Background: an optimization exercise with open tools, aiming at small area. Do not read the settings as production practice. Function was checked by simulation only, so behaviour that the tests miss may differ from the original. The flow treats the clock pin as an ideal source, which a real chip does not have. Power and IR drop assume default switching activity.

## pyro_stream_ingest
module pyro_stream_ingest (
    input  wire         clk,
    input  wire         rst,           
    input  wire         in_valid,      
    input  wire [7:0]   in_byte,
    input  wire [31:0]  now,           
    output reg          ev_valid,      
    output wire [2:0]   ev_code,       
    output reg  [87:0]  rec_0001,      
    output reg  [7:0]   rec_0002,      
    output reg  [103:0] rec_0201,      
    output reg  [7:0]   last_seq,      
    output reg          online         
);
    localparam [3:0] LEN_LOW  = 4'b1000,
                     LEN_HIGH = 4'b1001,
                     SEQ      = 4'b1010,
                     HDR_CRC8 = 4'b1011,
                     BODY     = 4'b1100,    
                     CRC_HI   = 4'b1101;    
    localparam [2:0] EV_RESYNC_LEN   = 3'd1,
                     EV_RESYNC_CRC8  = 3'd2,
                     EV_RESYNC_CRC16 = 3'd3,
                     EV_FRAME_OK     = 3'd4,
                     EV_FRAME_UNSUB  = 3'd5;
    function [15:0] crc16_step(input [15:0] c, input [7:0] b);
        integer i;
        begin
            crc16_step = c ^ {8'h00, b};
            for (i = 0; i < 8; i = i + 1)
                crc16_step = crc16_step[0] ? ((crc16_step >> 1) ^ 16'h8408) : (crc16_step >> 1);
        end
    endfunction
    localparam [15:0] CRC16_SOF = crc16_step(16'hFFFF, 8'hA5);
    reg [3:0]  st;
    reg [7:0]  rem;           
    reg [3:0]  k;             
    reg [1:0]  cls;           
    reg [7:0]  seq_r;
    reg [15:0] crc16_r;
    reg [7:0]  stage [0:12];
    reg        now0_r;        
    reg [6:0]  age;           
    assign ev_code = st[2:0];
    wire seek = !st[3];
    wire [7:0]  crc16_t    = crc16_r[7:0] ^ in_byte;
    wire [7:0]  crc16_u    = crc16_t ^ {crc16_t[3:0], 4'h0};
    wire [15:0] crc16_next = {8'h00, crc16_r[15:8]} ^ {crc16_u, 8'h00} ^ {5'h00, crc16_u, 3'h0} ^ {12'h000, crc16_u[7:4]};
    wire [7:0]  hdr_chk;
    assign hdr_chk[0] = in_byte[6] ^ crc16_next[2] ^ crc16_r[4] ^ crc16_r[7];
  ...
Size in the first run: roughly 1100 cells after synthesis, about 360 flip-flops, about 260 I/O pins, about 13000 sq um of cells after synthesis.
export LEC_CHECK = 0
export CAP_MARGIN = 20
export CORE_MARGIN = 2
export CORE_UTILIZATION = 80
export PLACE_DENSITY = 0.9
export SLEW_MARGIN = 20
export SYNTH_HIERARCHICAL = 1
create_clock -name core_clock -period 10.0 [get_ports {clk}]
standard.sh (not shown) runs the stock make flow with config.mk's settings and CLKGATE_MAP_FILE= SYNTH_SCRIPT=/design/flow/synth_recipe.tcl, a recipe that flattens the netlist after the stock synthesis.
==> flow/flow/run.sh <==
#!/bin/bash
# Own layout flow: the standard flow (standard.sh, all ORFS steps unchanged),
# with the port buffers made of the smallest buffer cell and a clock tree of
# smaller buffers without dummy loads. Each make step logs to orfs/logs/...;
# the whole run's output goes to standard.log in this folder.
set -euo pipefail
export BUFFER_PORTS_ARGS="-buffer_cell sky130_fd_sc_hd__buf_1"
export CTS_ARGS="-sink_clustering_enable -repair_clock_nets -dont_use_dummy_load -buf_list sky130_fd_sc_hd__clkbuf_4 -sink_clustering_size 11 -sink_clustering_max_diameter 40"
export POST_CTS_TCL="$PWD/flow/post_cts.tcl"
bash standard.sh > standard.log 2>&1
==> flow/flow/post_cts.tcl <==
# After CTS: downsize gates off the critical paths (repair_timing's power
# recovery, which also cuts area), then repair slew and capacitance again and
# legalise the placement.
repair_timing -recover_power 100 -verbose
repair_design -cap_margin 20 -slew_margin 20 -verbose
detailed_placement
check_placement -verbose
==> next run, changes <==
--- a/flow/flow/run.sh
+++ b/flow/flow/run.sh
@@ -8 +8 @@
-export CTS_ARGS="-sink_clustering_enable -repair_clock_nets -dont_use_dummy_load -buf_list sky130_fd_sc_hd__clkbuf_4 -sink_clustering_size 11 -sink_clustering_max_diameter 40"
+export CTS_ARGS="-sink_clustering_enable -repair_clock_nets -dont_use_dummy_load -buf_list sky130_fd_sc_hd__clkbuf_4 -sink_clustering_size 9 -sink_clustering_max_diameter 40"
CORE_UTILIZATION = 65   (was 80)
PLACE_DENSITY = 0.8   (was 0.9)
Worst setup slack improves by 0.90 ns.
Routed wire length hardly moves.
Power is higher by 2.3%.
Cell area rose by 1.2%.
Via count fell by 1.6%.
==> next run, changes <==
CORE_UTILIZATION = 85   (was 65)
PLACE_DENSITY = 0.92   (was 0.8)
After rerunning:
- cell area falls slightly
- total power barely changes
- setup slack is worse by 0.78 ns

[re-timing with driven ports]
In the flow no input, the clock included, has a driving cell. The finished layouts below were timed again as built, in two steps.
Step 1: set_driving_cell puts a clkbuf_16 on clk and a buf_2 on each other input, an assumption about the parent block.
Step 2 also shifts input and output timing later by t, the mid clock arrival at the registers, as if the neighbouring blocks saw the same clock.
a / b / c = no drivers / after step 1 / after step 2; a / b = the first two.
run	shift t [ns]	setup WS [ns]	worst hold slack (ns)
the first run	0.672	3.709 / 3.727 / 3.054	0.440 / 0.440 / 0.440
the second run	0.687	4.611 / 4.633 / 3.946	0.459 / 0.459 / 0.459
the third run	0.679	3.828 / 3.847 / 3.168	0.471 / 0.471 / 0.471
After both steps setup and hold are still met in every run listed. For the second run, which loses most, drivers alone change the setup slack by +0.022 ns; drivers and shift together by -0.665 ns.
